This is an optimization exercise on Yosys and OpenROAD, whose aim is small area, a short achievable clock period and few clock cycles per item, not a production implementation. Function was checked by simulation only, so behaviour that the tests miss may differ from the original. No activity file was given, so power comes from the tool's default toggle rates.

===== run.sh =====
#!/bin/bash
# synth_recipe.tcl (not shown) runs the flow's synth.tcl, then flattens the netlist and writes it again
# the make line also repeats each setting of config.mk as NAME=value (left out here)
make -C /OpenROAD-flow-scripts/flow DESIGN_CONFIG=/design/flow/config.mk WORK_HOME=/design/flow/orfs CLKGATE_MAP_FILE= SYNTH_SCRIPT=/design/flow/synth_recipe.tcl finish

===== config.mk =====
export PLATFORM = sky130hd
export DESIGN_NAME = rtty_rx
export DESIGN_NICKNAME = rtty_rx
export VERILOG_FILES = /design/flow/design.v
export SDC_FILE = /design/flow/constraint.sdc
export NUM_CORES = 4
export LEC_CHECK = 0
export CAP_MARGIN = 20
export CORE_MARGIN = 2
export CORE_UTILIZATION = 40
export SLEW_MARGIN = 20
export SYNTH_MEMORY_MAX_BITS = 65536

===== constraint.sdc =====
create_clock -name core_clock -period 12.0 [get_ports {clk}]
set_input_delay 2.4000 -clock core_clock [delete_from_list [all_inputs] [get_ports {clk}]]
set_output_delay 2.4000 -clock core_clock [all_outputs]
set_load 0.01 [all_outputs]

===== design.v =====
module rtty_coef_rom (
    input  wire [7:0]         idx,
    output reg  signed [15:0] cos_m,
    output reg  signed [15:0] sin_m,
    output reg  signed [15:0] cos_s,
    output reg  signed [15:0] sin_s
);
    always @(*) begin
        case (idx)
            8'd0: begin cos_m = 16'sd1311; sin_m = 16'sd0; cos_s = 16'sd1311; sin_s = 16'sd0; end
            8'd1: begin cos_m = -16'sd141; sin_m = 16'sd1308; cos_s = 16'sd47; sin_s = 16'sd1315; end
            8'd2: begin cos_m = -16'sd1300; sin_m = -16'sd283; cos_s = -16'sd1327; sin_s = 16'sd95; end
            8'd3: begin cos_m = 16'sd428; sin_m = -16'sd1285; cos_s = -16'sd145; sin_s = -16'sd1347; end
            8'd4: begin cos_m = 16'sd1263; sin_m = 16'sd577; cos_s = 16'sd1374; sin_s = -16'sd198; end
            8'd5: begin cos_m = -16'sd731; sin_m = 16'sd1231; cos_s = 16'sd254; sin_s = 16'sd1409; end
            8'd6: begin cos_m = -16'sd1189; sin_m = -16'sd890; cos_s = -16'sd1451; sin_s = 16'sd316; end
            8'd7: begin cos_m = 16'sd1054; sin_m = -16'sd1133; cos_s = -16'sd383; sin_s = -16'sd1499; end
            8'd8: begin cos_m = 16'sd1061; sin_m = 16'sd1224; cos_s = 16'sd1554; sin_s = -16'sd456; end
            8'd9: begin cos_m = -16'sd1397; sin_m = 16'sd970; cos_s = 16'sd537; sin_s = 16'sd1614; end
            8'd10: begin cos_m = -16'sd858; sin_m = -16'sd1572; cos_s = -16'sd1678; sin_s = 16'sd626; end
            8'd11: begin cos_m = 16'sd1747; sin_m = -16'sd724; cos_s = -16'sd724; sin_s = -16'sd1747; end
            8'd12: begin cos_m = 16'sd563; sin_m = 16'sd1918; cos_s = 16'sd1819; sin_s = -16'sd831; end
            8'd13: begin cos_m = -16'sd2083; sin_m = 16'sd376; cos_s = 16'sd948; sin_s = 16'sd1893; end
            8'd14: begin cos_m = -16'sd160; sin_m = -16'sd2237; cos_s = -16'sd1969; sin_s = 16'sd1075; end
            8'd15: begin cos_m = 16'sd2376; sin_m = 16'sd85; cos_s = -16'sd1213; sin_s = -16'sd2045; end
            8'd16: begin cos_m = -16'sd359; sin_m = 16'sd2495; cos_s = 16'sd2120; sin_s = -16'sd1363; end
            8'd17: begin cos_m = -16'sd2589; sin_m = -16'sd661; cos_s = 16'sd1524; sin_s = 16'sd2194; end
            8'd18: begin cos_m = 16'sd989; sin_m = -16'sd2652; cos_s = -16'sd2266; sin_s = 16'sd1696; end
            8'd19: begin cos_m = 16'sd2680; sin_m = 16'sd1342; cos_s = -16'sd1881; sin_s = -16'sd2334; end
            8'd20: begin cos_m = -16'sd1715; sin_m = 16'sd2668; cos_s = 16'sd2397; sin_s = -16'sd2077; end
            8'd21: begin cos_m = -16'sd2611; sin_m = -16'sd2104; cos_s = 16'sd2285; sin_s = 16'sd2454; end
            8'd22: begin cos_m = 16'sd2505; sin_m = -16'sd2505; cos_s = -16'sd2505; sin_s = 16'sd2505; end
            8'd23: begin cos_m = 16'sd2345; sin_m = 16'sd2910; cos_s = -16'sd2736; sin_s = -16'sd2547; end
            8'd24: begin cos_m = -16'sd3314; sin_m = 16'sd2130; cos_s = 16'sd2580; sin_s = -16'sd2978; end
            8'd25: begin cos_m = -16'sd1857; sin_m = -16'sd3710; cos_s = 16'sd3230; sin_s = 16'sd2603; end
            8'd26: begin cos_m = 16'sd4088; sin_m = -16'sd1525; cos_s = -16'sd2615; sin_s = 16'sd3493; end
            8'd27: begin cos_m = 16'sd1133; sin_m = 16'sd4441; cos_s = -16'sd3765; sin_s = -16'sd2614; end
            8'd28: begin cos_m = -16'sd4760; sin_m = 16'sd684; cos_s = 16'sd2600; sin_s = -16'sd4046; end
            8'd29: begin cos_m = -16'sd180; sin_m = -16'sd5037; cos_s = 16'sd4335; sin_s = 16'sd2572; end
            8'd30: begin cos_m = 16'sd5263; sin_m = 16'sd376; cos_s = -16'sd2529; sin_s = 16'sd4631; end
            8'd31: begin cos_m = -16'sd979; sin_m = 16'sd5429; cos_s = -16'sd4933; sin_s = -16'sd2469; end
            8'd32: begin cos_m = -16'sd5528; sin_m = -16'sd1623; cos_s = 16'sd2393; sin_s = -16'sd5241; end
            8'd33: begin cos_m = 16'sd2300; sin_m = -16'sd5553; cos_s = 16'sd5553; sin_s = 16'sd2300; end
            8'd34: begin cos_m = 16'sd5497; sin_m = 16'sd3001; cos_s = -16'sd2189; sin_s = 16'sd5868; end
            8'd35: begin cos_m = -16'sd3718; sin_m = 16'sd5354; cos_s = -16'sd6185; sin_s = -16'sd2059; end
            8'd36: begin cos_m = -16'sd5122; sin_m = -16'sd4438; cos_s = 16'sd1909; sin_s = -16'sd6503; end
            8'd37: begin cos_m = 16'sd5152; sin_m = -16'sd4796; cos_s = 16'sd6820; sin_s = 16'sd1741; end
            8'd38: begin cos_m = 16'sd4376; sin_m = 16'sd5846; cos_s = -16'sd1552; sin_s = 16'sd7136; end
            8'd39: begin cos_m = -16'sd6509; sin_m = 16'sd3862; cos_s = -16'sd7448; sin_s = -16'sd1344; end
            8'd40: begin cos_m = -16'sd3255; sin_m = -16'sd7128; cos_s = 16'sd1115; sin_s = -16'sd7756; end
            8'd41: begin cos_m = 16'sd7690; sin_m = -16'sd2559; cos_s = 16'sd8058; sin_s = 16'sd866; end
            8'd42: begin cos_m = 16'sd1780; sin_m = 16'sd8183; cos_s = -16'sd597; sin_s = 16'sd8353; end
            8'd43: begin cos_m = -16'sd8595; sin_m = 16'sd924; cos_s = -16'sd8639; sin_s = -16'sd309; end
            8'd44: begin cos_m = 16'sd0; sin_m = -16'sd8915; cos_s = 16'sd0; sin_s = -16'sd8915; end
            8'd45: begin cos_m = 16'sd9133; sin_m = 16'sd982; cos_s = 16'sd9180; sin_s = -16'sd328; end
            8'd46: begin cos_m = -16'sd2010; sin_m = 16'sd9239; cos_s = 16'sd675; sin_s = 16'sd9431; end
            8'd47: begin cos_m = -16'sd9227; sin_m = -16'sd3071; cos_s = -16'sd9669; sin_s = 16'sd1040; end
            8'd48: begin cos_m = 16'sd4151; sin_m = -16'sd9090; cos_s = -16'sd1422; sin_s = -16'sd9891; end
            8'd49: begin cos_m = 16'sd8823; sin_m = 16'sd5235; cos_s = 16'sd10097; sin_s = -16'sd1822; end
            8'd50: begin cos_m = -16'sd6307; sin_m = 16'sd8425; cos_s = 16'sd2237; sin_s = 16'sd10284; end
            8'd51: begin cos_m = -16'sd7895; sin_m = -16'sd7351; cos_s = -16'sd10452; sin_s = 16'sd2668; end
            8'd52: begin cos_m = 16'sd8349; sin_m = -16'sd7234; cos_s = -16'sd3112; sin_s = -16'sd10600; end
            8'd53: begin cos_m = 16'sd6447; sin_m = 16'sd9286; cos_s = 16'sd10726; sin_s = -16'sd3570; end
            8'd54: begin cos_m = -16'sd10145; sin_m = 16'sd5540; cos_s = 16'sd4039; sin_s = 16'sd10830; end
            8'd55: begin cos_m = -16'sd4519; sin_m = -16'sd10911; cos_s = -16'sd10911; sin_s = 16'sd4519; end
            8'd56: begin cos_m = 16'sd11568; sin_m = -16'sd3397; cos_s = -16'sd5008; sin_s = -16'sd10967; end
            8'd57: begin cos_m = 16'sd2184; sin_m = 16'sd12104; cos_s = 16'sd10998; sin_s = -16'sd5505; end
            8'd58: begin cos_m = -16'sd12505; sin_m = 16'sd894; cos_s = 16'sd6008; sin_s = 16'sd11004; end
            8'd59: begin cos_m = 16'sd456; sin_m = -16'sd12763; cos_s = -16'sd10983; sin_s = 16'sd6517; end
            8'd60: begin cos_m = 16'sd12867; sin_m = 16'sd1850; cos_s = -16'sd7028; sin_s = -16'sd10936; end
            8'd61: begin cos_m = -16'sd3270; sin_m = 16'sd12812; cos_s = 16'sd10861; sin_s = -16'sd7541; end
            8'd62: begin cos_m = -16'sd12592; sin_m = -16'sd4697; cos_s = 16'sd8054; sin_s = 16'sd10759; end
            8'd63: begin cos_m = 16'sd6111; sin_m = -16'sd12207; cos_s = -16'sd10630; sin_s = 16'sd8566; end
            8'd64: begin cos_m = 16'sd11657; sin_m = 16'sd7492; cos_s = -16'sd9074; sin_s = -16'sd10472; end
            8'd65: begin cos_m = -16'sd8819; sin_m = 16'sd10944; cos_s = 16'sd10287; sin_s = -16'sd9578; end
            8'd66: begin cos_m = -16'sd10075; sin_m = -16'sd10075; cos_s = 16'sd10075; sin_s = 16'sd10075; end
            8'd67: begin cos_m = 16'sd11238; sin_m = -16'sd9056; cos_s = -16'sd9835; sin_s = 16'sd10563; end
            8'd68: begin cos_m = 16'sd7899; sin_m = 16'sd12292; cos_s = -16'sd11042; sin_s = -16'sd9568; end
            8'd69: begin cos_m = -16'sd13218; sin_m = 16'sd6617; cos_s = 16'sd9275; sin_s = -16'sd11510; end
            8'd70: begin cos_m = -16'sd5223; sin_m = -16'sd14002; cos_s = 16'sd11964; sin_s = 16'sd8956; end
            8'd71: begin cos_m = 16'sd14631; sin_m = -16'sd3734; cos_s = -16'sd8612; sin_s = 16'sd12403; end
            8'd72: begin cos_m = 16'sd2170; sin_m = 16'sd15092; cos_s = -16'sd12826; sin_s = -16'sd8243; end
            8'd73: begin cos_m = -16'sd15376; sin_m = 16'sd549; cos_s = 16'sd7851; sin_s = -16'sd13232; end
            8'd74: begin cos_m = 16'sd1107; sin_m = -16'sd15476; cos_s = 16'sd13618; sin_s = 16'sd7436; end
            8'd75: begin cos_m = 16'sd15389; sin_m = 16'sd2777; cos_s = -16'sd7000; sin_s = 16'sd13984; end
            8'd76: begin cos_m = -16'sd4437; sin_m = 16'sd15113; cos_s = -16'sd14327; sin_s = -16'sd6543; end
            8'd77: begin cos_m = -16'sd14648; sin_m = -16'sd6067; cos_s = 16'sd6067; sin_s = -16'sd14648; end
            8'd78: begin cos_m = 16'sd7644; sin_m = -16'sd13999; cos_s = 16'sd14944; sin_s = 16'sd5574; end
            8'd79: begin cos_m = 16'sd13172; sin_m = 16'sd9146; cos_s = -16'sd5064; sin_s = 16'sd15215; end
            8'd80: begin cos_m = -16'sd10551; sin_m = 16'sd12177; cos_s = -16'sd15460; sin_s = -16'sd4539; end
            8'd81: begin cos_m = -16'sd11025; sin_m = -16'sd11842; cos_s = 16'sd4001; sin_s = -16'sd15677; end
            8'd82: begin cos_m = 16'sd12999; sin_m = -16'sd9731; cos_s = 16'sd15866; sin_s = 16'sd3452; end
            8'd83: begin cos_m = 16'sd8310; sin_m = 16'sd14006; cos_s = -16'sd2892; sin_s = 16'sd16027; end
            8'd84: begin cos_m = -16'sd14849; sin_m = 16'sd6781; cos_s = -16'sd16158; sin_s = -16'sd2323; end
            8'd85: begin cos_m = -16'sd5164; sin_m = -16'sd15517; cos_s = 16'sd1748; sin_s = -16'sd16260; end
            8'd86: begin cos_m = 16'sd15999; sin_m = -16'sd3480; cos_s = 16'sd16331; sin_s = 16'sd1168; end
            8'd87: begin cos_m = 16'sd1751; sin_m = 16'sd16289; cos_s = -16'sd585; sin_s = 16'sd16372; end
            8'd88: begin cos_m = -16'sd16383; sin_m = 16'sd0; cos_s = -16'sd16383; sin_s = 16'sd0; end
            8'd89: begin cos_m = 16'sd1750; sin_m = -16'sd16279; cos_s = -16'sd584; sin_s = -16'sd16363; end
            8'd90: begin cos_m = 16'sd15980; sin_m = 16'sd3476; cos_s = 16'sd16312; sin_s = -16'sd1167; end
            8'd91: begin cos_m = -16'sd5155; sin_m = 16'sd15489; cos_s = 16'sd1745; sin_s = 16'sd16231; end
            8'd92: begin cos_m = -16'sd14814; sin_m = -16'sd6765; cos_s = -16'sd16120; sin_s = 16'sd2318; end
            8'd93: begin cos_m = 16'sd8286; sin_m = -16'sd13965; cos_s = -16'sd2883; sin_s = -16'sd15980; end
            8'd94: begin cos_m = 16'sd12953; sin_m = 16'sd9696; cos_s = 16'sd15810; sin_s = -16'sd3439; end
            8'd95: begin cos_m = -16'sd10979; sin_m = 16'sd11793; cos_s = 16'sd3985; sin_s = 16'sd15612; end
            8'd96: begin cos_m = -16'sd10501; sin_m = -16'sd12119; cos_s = -16'sd15386; sin_s = 16'sd4518; end
            8'd97: begin cos_m = 16'sd13102; sin_m = -16'sd9097; cos_s = -16'sd5037; sin_s = -16'sd15134; end
            8'd98: begin cos_m = 16'sd7598; sin_m = 16'sd13915; cos_s = 16'sd14855; sin_s = -16'sd5541; end
            8'd99: begin cos_m = -16'sd14552; sin_m = 16'sd6028; cos_s = 16'sd6028; sin_s = 16'sd14552; end
            8'd100: begin cos_m = -16'sd4406; sin_m = -16'sd15004; cos_s = -16'sd14224; sin_s = 16'sd6496; end
            8'd101: begin cos_m = 16'sd15269; sin_m = -16'sd2755; cos_s = -16'sd6945; sin_s = -16'sd13875; end
            8'd102: begin cos_m = 16'sd1098; sin_m = 16'sd15346; cos_s = 16'sd13504; sin_s = -16'sd7373; end
            8'd103: begin cos_m = -16'sd15237; sin_m = -16'sd544; cos_s = 16'sd7780; sin_s = 16'sd13112; end
            8'd104: begin cos_m = 16'sd2149; sin_m = -16'sd14946; cos_s = -16'sd12703; sin_s = 16'sd8164; end
            8'd105: begin cos_m = 16'sd14480; sin_m = 16'sd3696; cos_s = -16'sd8523; sin_s = -16'sd12276; end
            8'd106: begin cos_m = -16'sd5166; sin_m = 16'sd13850; cos_s = 16'sd11833; sin_s = -16'sd8858; end
            8'd107: begin cos_m = -16'sd13066; sin_m = -16'sd6540; cos_s = 16'sd9168; sin_s = 16'sd11377; end
            8'd108: begin cos_m = 16'sd7803; sin_m = -16'sd12142; cos_s = -16'sd10908; sin_s = 16'sd9452; end
            8'd109: begin cos_m = 16'sd11094; sin_m = 16'sd8940; cos_s = -16'sd9709; sin_s = -16'sd10428; end
            8'd110: begin cos_m = -16'sd9939; sin_m = 16'sd9939; cos_s = 16'sd9939; sin_s = -16'sd9939; end
            8'd111: begin cos_m = -16'sd8695; sin_m = -16'sd10789; cos_s = 16'sd10142; sin_s = 16'sd9442; end
            8'd112: begin cos_m = 16'sd11484; sin_m = -16'sd7381; cos_s = -16'sd8940; sin_s = 16'sd10317; end
            8'd113: begin cos_m = 16'sd6016; sin_m = 16'sd12018; cos_s = -16'sd10465; sin_s = -16'sd8433; end
            8'd114: begin cos_m = -16'sd12389; sin_m = 16'sd4621; cos_s = 16'sd7924; sin_s = -16'sd10585; end
            8'd115: begin cos_m = -16'sd3215; sin_m = -16'sd12595; cos_s = 16'sd10678; sin_s = 16'sd7414; end
            8'd116: begin cos_m = 16'sd12641; sin_m = -16'sd1817; cos_s = -16'sd6904; sin_s = 16'sd10743; end
            8'd117: begin cos_m = 16'sd447; sin_m = 16'sd12529; cos_s = -16'sd10782; sin_s = -16'sd6397; end
            8'd118: begin cos_m = -16'sd12268; sin_m = -16'sd877; cos_s = 16'sd5894; sin_s = -16'sd10795; end
            8'd119: begin cos_m = 16'sd2141; sin_m = -16'sd11865; cos_s = 16'sd10781; sin_s = 16'sd5397; end
            8'd120: begin cos_m = 16'sd11331; sin_m = 16'sd3327; cos_s = -16'sd4906; sin_s = 16'sd10742; end
            8'd121: begin cos_m = -16'sd4423; sin_m = 16'sd10679; cos_s = -16'sd10679; sin_s = -16'sd4423; end
            8'd122: begin cos_m = -16'sd9922; sin_m = -16'sd5418; cos_s = 16'sd3951; sin_s = -16'sd10592; end
            8'd123: begin cos_m = 16'sd6301; sin_m = -16'sd9074; cos_s = 16'sd10482; sin_s = 16'sd3489; end
            8'd124: begin cos_m = 16'sd8152; sin_m = 16'sd7064; cos_s = -16'sd3039; sin_s = 16'sd10350; end
            8'd125: begin cos_m = -16'sd7703; sin_m = 16'sd7172; cos_s = -16'sd10198; sin_s = -16'sd2603; end
            8'd126: begin cos_m = -16'sd6148; sin_m = -16'sd8213; cos_s = 16'sd2181; sin_s = -16'sd10025; end
            8'd127: begin cos_m = 16'sd8594; sin_m = -16'sd5099; cos_s = 16'sd9834; sin_s = 16'sd1774; end
            8'd128: begin cos_m = 16'sd4040; sin_m = 16'sd8846; cos_s = -16'sd1384; sin_s = 16'sd9626; end
            8'd129: begin cos_m = -16'sd8972; sin_m = 16'sd2986; cos_s = -16'sd9401; sin_s = -16'sd1011; end
            8'd130: begin cos_m = -16'sd1953; sin_m = -16'sd8976; cos_s = 16'sd655; sin_s = -16'sd9162; end
            8'd131: begin cos_m = 16'sd8864; sin_m = -16'sd953; cos_s = 16'sd8909; sin_s = 16'sd318; end
            8'd132: begin cos_m = 16'sd0; sin_m = 16'sd8644; cos_s = 16'sd0; sin_s = 16'sd8644; end
            8'd133: begin cos_m = -16'sd8326; sin_m = -16'sd895; cos_s = -16'sd8369; sin_s = 16'sd299; end
            8'd134: begin cos_m = 16'sd1723; sin_m = -16'sd7919; cos_s = -16'sd578; sin_s = -16'sd8084; end
            8'd135: begin cos_m = 16'sd7435; sin_m = 16'sd2475; cos_s = 16'sd7791; sin_s = -16'sd838; end
            8'd136: begin cos_m = -16'sd3144; sin_m = 16'sd6884; cos_s = 16'sd1077; sin_s = 16'sd7491; end
            8'd137: begin cos_m = -16'sd6280; sin_m = -16'sd3726; cos_s = -16'sd7186; sin_s = 16'sd1297; end
            8'd138: begin cos_m = 16'sd4218; sin_m = -16'sd5635; cos_s = -16'sd1496; sin_s = -16'sd6878; end
            8'd139: begin cos_m = 16'sd4960; sin_m = 16'sd4618; cos_s = 16'sd6567; sin_s = -16'sd1676; end
            8'd140: begin cos_m = -16'sd4926; sin_m = 16'sd4269; cos_s = 16'sd1836; sin_s = 16'sd6254; end
            8'd141: begin cos_m = -16'sd3572; sin_m = -16'sd5144; cos_s = -16'sd5942; sin_s = 16'sd1978; end
            8'd142: begin cos_m = 16'sd5275; sin_m = -16'sd2880; cos_s = -16'sd2100; sin_s = -16'sd5631; end
            8'd143: begin cos_m = 16'sd2205; sin_m = 16'sd5323; cos_s = 16'sd5323; sin_s = -16'sd2205; end
            8'd144: begin cos_m = -16'sd5293; sin_m = 16'sd1554; cos_s = 16'sd2292; sin_s = 16'sd5018; end
            8'd145: begin cos_m = -16'sd937; sin_m = -16'sd5192; cos_s = -16'sd4718; sin_s = 16'sd2362; end
            8'd146: begin cos_m = 16'sd5027; sin_m = -16'sd360; cos_s = -16'sd2415; sin_s = -16'sd4424; end
            8'd147: begin cos_m = -16'sd172; sin_m = 16'sd4806; cos_s = 16'sd4136; sin_s = -16'sd2454; end
            8'd148: begin cos_m = -16'sd4537; sin_m = -16'sd652; cos_s = 16'sd2478; sin_s = 16'sd3856; end
            8'd149: begin cos_m = 16'sd1079; sin_m = -16'sd4227; cos_s = -16'sd3584; sin_s = 16'sd2488; end
            8'd150: begin cos_m = 16'sd3887; sin_m = 16'sd1450; cos_s = -16'sd2486; sin_s = -16'sd3321; end
            8'd151: begin cos_m = -16'sd1764; sin_m = 16'sd3523; cos_s = 16'sd3068; sin_s = -16'sd2472; end
            8'd152: begin cos_m = -16'sd3144; sin_m = -16'sd2021; cos_s = 16'sd2448; sin_s = 16'sd2825; end
            8'd153: begin cos_m = 16'sd2223; sin_m = -16'sd2758; cos_s = -16'sd2592; sin_s = 16'sd2414; end
            8'd154: begin cos_m = 16'sd2371; sin_m = 16'sd2371; cos_s = -16'sd2371; sin_s = -16'sd2371; end
            8'd155: begin cos_m = -16'sd2470; sin_m = 16'sd1990; cos_s = 16'sd2161; sin_s = -16'sd2321; end
            8'd156: begin cos_m = -16'sd1621; sin_m = -16'sd2522; cos_s = 16'sd2265; sin_s = 16'sd1963; end
            8'd157: begin cos_m = 16'sd2531; sin_m = -16'sd1267; cos_s = -16'sd1776; sin_s = 16'sd2204; end
            8'd158: begin cos_m = 16'sd934; sin_m = 16'sd2503; cos_s = -16'sd2139; sin_s = -16'sd1601; end
            8'd159: begin cos_m = -16'sd2442; sin_m = 16'sd623; cos_s = 16'sd1437; sin_s = -16'sd2070; end
            8'd160: begin cos_m = -16'sd338; sin_m = -16'sd2353; cos_s = 16'sd2000; sin_s = 16'sd1285; end
            8'd161: begin cos_m = 16'sd2242; sin_m = -16'sd80; cos_s = -16'sd1145; sin_s = 16'sd1929; end
            8'd162: begin cos_m = -16'sd151; sin_m = 16'sd2111; cos_s = -16'sd1858; sin_s = -16'sd1015; end
            8'd163: begin cos_m = -16'sd1968; sin_m = -16'sd355; cos_s = 16'sd895; sin_s = -16'sd1788; end
            8'd164: begin cos_m = 16'sd533; sin_m = -16'sd1814; cos_s = 16'sd1720; sin_s = 16'sd786; end
            8'd165: begin cos_m = 16'sd1655; sin_m = 16'sd685; cos_s = -16'sd685; sin_s = 16'sd1655; end
            8'd166: begin cos_m = -16'sd815; sin_m = 16'sd1493; cos_s = -16'sd1594; sin_s = -16'sd594; end
            8'd167: begin cos_m = -16'sd1330; sin_m = -16'sd924; cos_s = 16'sd511; sin_s = -16'sd1537; end
            8'd168: begin cos_m = 16'sd1013; sin_m = -16'sd1170; cos_s = 16'sd1485; sin_s = 16'sd436; end
            8'd169: begin cos_m = 16'sd1012; sin_m = 16'sd1087; cos_s = -16'sd367; sin_s = 16'sd1439; end
            8'd170: begin cos_m = -16'sd1146; sin_m = 16'sd858; cos_s = -16'sd1399; sin_s = -16'sd304; end
            8'd171: begin cos_m = -16'sd708; sin_m = -16'sd1194; cos_s = 16'sd246; sin_s = -16'sd1366; end
            8'd172: begin cos_m = 16'sd1232; sin_m = -16'sd563; cos_s = 16'sd1341; sin_s = 16'sd193; end
            8'd173: begin cos_m = 16'sd420; sin_m = 16'sd1262; cos_s = -16'sd142; sin_s = 16'sd1323; end
            8'd174: begin cos_m = -16'sd1286; sin_m = 16'sd280; cos_s = -16'sd1312; sin_s = -16'sd94; end
            8'd175: begin cos_m = -16'sd140; sin_m = -16'sd1303; cos_s = 16'sd47; sin_s = -16'sd1310; end
            default: begin cos_m = 16'sd0; sin_m = 16'sd0; cos_s = 16'sd0; sin_s = 16'sd0; end
        endcase
    end
endmodule
module rtty_baudot_dec (
    input  wire [4:0] code,
    output reg  [7:0] ch,
    output reg        unk
);
    always @(*) begin
        unk = 1'b0;
        case (code)
            5'd1:  ch = "E";
            5'd3:  ch = "A";
            5'd4:  ch = " ";
            5'd5:  ch = "S";
            5'd6:  ch = "I";
            5'd7:  ch = "U";
            5'd9:  ch = "D";
            5'd10: ch = "R";
            5'd11: ch = "J";
            5'd12: ch = "N";
            5'd13: ch = "F";
            5'd14: ch = "C";
            5'd15: ch = "K";
            5'd16: ch = "T";
            5'd17: ch = "Z";
            5'd18: ch = "L";
            5'd19: ch = "W";
            5'd20: ch = "H";
            5'd21: ch = "Y";
            5'd22: ch = "P";
            5'd23: ch = "Q";
            5'd24: ch = "O";
            5'd25: ch = "B";
            5'd26: ch = "G";
            5'd28: ch = "M";
            5'd29: ch = "X";
            5'd30: ch = "V";
            default: begin
                ch  = "?";
                unk = 1'b1;
            end
        endcase
    end
endmodule
module rtty_slicer #(
    parameter N = 176
) (
    input  wire               clk,
    input  wire               rst,
    input  wire               in_valid,
    input  wire signed [15:0] in_sample,
    output reg                win_valid,
    output reg                win_bit
);
    reg [7:0] idx;
    reg signed [39:0] acc_cm, acc_sm, acc_cs, acc_ss;
    reg signed [23:0] res_cm, res_sm, res_cs, res_ss;
    reg               res_valid;
    wire signed [15:0] cos_m, sin_m, cos_s, sin_s;
    rtty_coef_rom u_rom (
        .idx   (idx),
        .cos_m (cos_m),
        .sin_m (sin_m),
        .cos_s (cos_s),
        .sin_s (sin_s)
    );
    wire signed [31:0] p_cm = in_sample * cos_m;
    wire signed [31:0] p_sm = in_sample * sin_m;
    wire signed [31:0] p_cs = in_sample * cos_s;
    wire signed [31:0] p_ss = in_sample * sin_s;
    wire first = (idx == 8'd0);
    wire last  = (idx == N - 1);
    wire signed [39:0] sum_cm = (first ? 40'sd0 : acc_cm) + p_cm;
    wire signed [39:0] sum_sm = (first ? 40'sd0 : acc_sm) + p_sm;
    wire signed [39:0] sum_cs = (first ? 40'sd0 : acc_cs) + p_cs;
    wire signed [39:0] sum_ss = (first ? 40'sd0 : acc_ss) + p_ss;
    always @(posedge clk) begin
        if (rst) begin
            idx       <= 8'd0;
            res_valid <= 1'b0;
        end else begin
            res_valid <= 1'b0;
            if (in_valid) begin
                acc_cm <= sum_cm;
                acc_sm <= sum_sm;
                acc_cs <= sum_cs;
                acc_ss <= sum_ss;
                if (last) begin
                    idx       <= 8'd0;
                    res_cm    <= sum_cm[37:14];
                    res_sm    <= sum_sm[37:14];
                    res_cs    <= sum_cs[37:14];
                    res_ss    <= sum_ss[37:14];
                    res_valid <= 1'b1;
                end else begin
                    idx <= idx + 8'd1;
                end
            end
        end
    end
    wire [47:0] mag_m = res_cm * res_cm + res_sm * res_sm;
    wire [47:0] mag_s = res_cs * res_cs + res_ss * res_ss;
    always @(posedge clk) begin
        if (rst) begin
            win_valid <= 1'b0;
        end else begin
            win_valid <= res_valid;
        end
        win_bit <= (mag_m > mag_s);
    end
endmodule
module rtty_frame_rx (
    input  wire        clk,
    input  wire        rst,
    input  wire        bit_in_valid,
    input  wire        bit_in,
    output reg         bit_valid,
    output reg         bit_value,
    output reg         out_valid,
    output reg  [7:0]  out_char,
    output reg         out_unk,
    output reg  [15:0] fecnt
);
    localparam S_IDLE = 2'd0;
    localparam S_DATA = 2'd1;
    localparam S_STOP = 2'd2;
    reg [1:0] state;
    reg [4:0] acc;
    reg [2:0] count;
    wire [7:0] dec_char;
    wire       dec_unk;
    rtty_baudot_dec u_dec (
        .code (acc),
        .ch   (dec_char),
        .unk  (dec_unk)
    );
    always @(posedge clk) begin
        if (rst) begin
            state     <= S_IDLE;
            acc       <= 5'd0;
            count     <= 3'd0;
            fecnt     <= 16'd0;
            bit_valid <= 1'b0;
            out_valid <= 1'b0;
        end else begin
            bit_valid <= bit_in_valid;
            out_valid <= 1'b0;
            if (bit_in_valid) begin
                bit_value <= bit_in;
                case (state)
                    S_IDLE: begin
                        if (!bit_in) begin
                            state <= S_DATA;
                            acc   <= 5'd0;
                            count <= 3'd0;
                        end
                    end
                    S_DATA: begin
                        acc[count] <= bit_in;
                        count      <= count + 3'd1;
                        if (count == 3'd4)
                            state <= S_STOP;
                    end
                    default: begin
                        if (bit_in) begin
                            out_valid <= 1'b1;
                            out_char  <= dec_char;
                            out_unk   <= dec_unk;
                        end else begin
                            fecnt <= fecnt + 16'd1;
                        end
                        state <= S_IDLE;
                    end
                endcase
            end
        end
    end
endmodule
module rtty_rx (
    input  wire        clk,
    input  wire        rst,
    input  wire        in_valid,
    output wire        in_ready,
    input  wire [15:0] in_sample,
    output wire        bit_valid,
    output wire        bit_value,
    output wire        out_valid,
    output wire [7:0]  out_char,
    output wire        out_unk,
    output wire [15:0] fecnt
);
    wire win_valid;
    wire win_bit;
    assign in_ready = 1'b1;
    rtty_slicer #(.N(176)) u_slicer (
        .clk       (clk),
        .rst       (rst),
        .in_valid  (in_valid),
        .in_sample (in_sample),
        .win_valid (win_valid),
        .win_bit   (win_bit)
    );
    rtty_frame_rx u_frame (
        .clk          (clk),
        .rst          (rst),
        .bit_in_valid (win_valid),
        .bit_in       (win_bit),
        .bit_valid    (bit_valid),
        .bit_value    (bit_value),
        .out_valid    (out_valid),
        .out_char     (out_char),
        .out_unk      (out_unk),
        .fecnt        (fecnt)
    );
endmodule

==> results.ini <==
[outcome]
status = complete, no violations

[min_path]
worstHoldPathType = flop to flop

[worst_setup_path]
crit_family = adder cells
worst_path_most_repeated_cell = sky130_fd_sc_hd__fa_1
crit_path_end_kind = flop
critical_path_class = flop to flop
path_max_fanout = 17
max_stage_delay_ps = 840
setup.worst_path.start_class = flop
data_arrival_critical_path_ps = 11840
worst_ep_required_time_ps = 12620
timing.critical_path.slowest_stage_cell = sky130_fd_sc_hd__edfxtp_1
crit_path_buf_inv_count = 5

[clock_tree]
cts_setup_buffers = 0
cts_max_path_buffers = 3
clock_tree_from_tritoncts = yes
ctsHoldBuffers = 0
later_pin_clock_latency_in_the_skew_report_ps = 740
h_tree_level_count = 2
cts_made_buffers = 49
tritoncts_num_sinks = 356
cts_root_buffer_type = sky130_fd_sc_hd__clkbuf_16
cts_resized = 0
cts.reportedPaths.clkPinSlew_ps = 70

[global_route]
first_pass_grt_wire_length_mm = 746
initial_antenna_violation_count = 25
grtUsageTotal_pct = 27.3
grt_overflow_total = 0
via_count_of_the_first_global_routing_pass = 115736
pin_count_of_the_biggest_net_entering_global_routing = 104

[placement]
portBuffers = 45
dp_hpwl_mm = 394
gp_congestion = 1.06
pre_cts_slack_ps = 1040
dpl_cell_area_um2 = 152000

[die]
die_w_um = 607
initial_utilization_pct = 40.2
die_y_um = 607
die_area_um2 = 368000
floorplan.core_area_um2 = 362000
row_count = 221
boundaryPins = 48

[finish]
final_design_area_no_fill_um2 = 154000
final_nets = 20024
share_of_layout_cells_above_drive_strength_1_pct = 3.46
syn2layout_area_growth_pct = 5.76
num-fill-cells = 35481
multi_input_area_um2 = 118000
sequential_cell_area_um2 = 9700

[drt]
postRouteAntennaNets = 0
drtIter0Drc = 8975
route.final.wire_length_mm = 488
avgViaCountPerCell = 5.27
post_drt_wl_per_cell_um = 24.2
drt_drc_violations_left = 0
detailedRoute.firstPassIterationCount = 7
routed-via-count = 106157

[job]
cap_viol_max_count = 0

[timing]
worstMarginPinSlew_ps = 1340
setup_viol_count_final = 0
rsz_0062_raised_after_global_routing = no
max_freq_mhz = 89.1
maxSlewViolCount = 0
worst_slew_margin_rel_pct = 9.92
worst_slack_ps = 782
fin_crit_sh_pct = 93.5
timing.clock.skew_ps = 50.5
period_minus_ws_final_ps = 11220
hold_ws_ps = 457
fin_setup_tns_ps = 0
final-hold-violation-count = 0

[yosys]
number_of_storage_elements_in_the_synthesis_netlist = 356
yosys-top-cells-count = sky130_fd_sc_hd__inv_1 (4,114), sky130_fd_sc_hd__fa_1 (3,667), sky130_fd_sc_hd__nand2_1 (1,562)
post_synth_edffs = 257
synth-seq-area-share_pct = 6.67
yosysTopAreaCellShare_pct = 50.5
number_of_unique_standard_cell_types_used_by_synthesis = 94
post-synth-top-count-cell = sky130_fd_sc_hd__inv_1
synth_top_cells_by_area = sky130_fd_sc_hd__fa_1 (50%), sky130_fd_sc_hd__inv_1 (11%), sky130_fd_sc_hd__ha_1 (9.1%), sky130_fd_sc_hd__edfxtp_1 (5.3%), sky130_fd_sc_hd__and2_1 (4.1%)
ys_dominant_reg_cell = sky130_fd_sc_hd__edfxtp_1
async_flop_share_pct = 0
synthCells = 15515
synth_area_per_cell_um2 = 9.37
yosysTopAreaCell = sky130_fd_sc_hd__fa_1
ys_warn_count = 4
synth_fp_nets = 20260
netlist_area_um2 = 145000

[power]
report.power.total_mw = 39.4
power_density_nw_per_um2 = 256
p_leak_nw = 76.4
vdd_ir_drop_max_mv = 1.39

## placed cells by master, fill, tap and decap left out, drive strengths merged, types with 101 or more instances in the layout
| cell type | Yosys | routed |
|---|---|---|
| nand3 | 133 | 133 |
| a21o | 117 | 117 |
| nor2 | 561 | 561 |
| nor3 | 101 | 101 |
| edfxtp | 257 | 257 |
| a31oi | 105 | 105 |
| o21ai | 381 | 381 |
| ha | 1059 | 1059 |
| and2 | 964 | 964 |
| nand2 | 1562 | 1562 |
| a21oi | 442 | 442 |
| xnor2 | 250 | 250 |
| inv | 4122 | 4133 |
| fa | 3667 | 3667 |
| nand2b | 125 | 125 |
| buf | 98 | 336 |
## final timing paths
kind              cells after the start                     startpoint  slack (ps)                            end
hold / removal                        1  u_slicer.res_valid$_SDFF_PN0_         460  u_slicer.win_valid$_SDFF_PP0_
hold reg to reg                       1  u_slicer.res_valid$_SDFF_PN0_         460  u_slicer.win_valid$_SDFF_PP0_
setup reg to reg                     32   u_slicer.res_cm[8]$_DFFE_PP_         780       u_slicer.win_bit$_DFF_P_
setup / recovery                     32   u_slicer.res_cm[8]$_DFFE_PP_         780       u_slicer.win_bit$_DFF_P_
## area by class of cell
cell class	instances	share of cell area, %
multi-input combinational	10370	76.7
inverter	4138	10.1
sequential	356	6.31
tap	4794	3.90
timing repair buffer	364	1.87
clock buffer	63	0.911
clock inverter	27	0.210
antenna	17	0.0277
## registers in the layout, indices dropped and copies added, names as in the netlist, 15 cells and up
| signal | cells |
|---|---|
| u_slicer.cos_m | 15 |
| u_slicer.sin_s | 15 |
| u_slicer.res_cm | 24 |
| u_slicer.acc_cm | 38 |
| u_slicer.acc_sm | 38 |
| u_slicer.res_cs | 24 |
| u_frame.fecnt | 16 |
| u_slicer.res_sm | 24 |
| u_slicer.acc_ss | 38 |
| u_slicer.sin_m | 15 |
| u_slicer.acc_cs | 38 |
| u_slicer.cos_s | 15 |
| u_slicer.res_ss | 24 |
## metal layers
| layer | track usage [%] | wire length (um) | share of wire, % | vias up |
|---|---|---|---|---|
| li1 | - | - | - | 45867 |
| met1 | 36.1 | 200000 | 41 | 54903 |
| met2 | 43.4 | 220000 | 45 | 4227 |
| met3 | 5.33 | 38500 | 7.9 | 1148 |
| met4 | 12.8 | 28900 | 5.9 | 12 |
| met5 | 0 | 77 | 0.016 | - |
## power breakdown
part	leakage (nW)	switching, mW	internal [mW]
Sequential	3.18	0.163	4.59
Clock	0.841	0.714	0.923
Combinational	72.4	20.2	12.8
## metrics by stage
stage                     utilization, %  cells
after global placement              41.9  20015
after detailed placement            42.0  20017
after CTS                           42.4  20107
final                               42.5  20129
after floorplan                        -  15515
after global routing                42.5  20113
## logic make-up after synthesis
logic type / synth area share, %
buf+inv: 12.4
fa+ha+maj: 59.6
compound gates: 7.32
mux: 0.0843
xor+xnor: 2.04
other cells: 0.00517
flops: 6.67
simple gates: 11.8
Testbench counts, summed over its fixed seeds: cycles 140,824, items 140,800.

-- static timing again, ports no longer ideal --
In the flow no input, the clock included, has a driving cell. The finished layout below was timed again as built, in two steps. Step 1: set_driving_cell puts a clkbuf_16 on clk and a buf_2 on each other input, an assumption about the parent block. Step 2, shift: input delay + t, output delay - t, t = (earliest + latest rising clock arrival at the registers) / 2. This alone moves slack from input paths to output paths. Slacks: ideal ports / drivers / drivers and shift; pairs: ideal ports / drivers.
shift t [ns]: 0.799
setup slack, ns: 0.782 / 0.782 / 0.782
hold slack, ns: 0.457 / 0.457 / 0.457
worst register clock-pin slew, ns: 0.09 / 0.09
worst data-port slew with drivers (ns): 0.10
After both steps setup and hold are still met in this run. For this run, drivers alone change the setup slack by 0.000 ns; drivers and shift together by 0.000 ns.
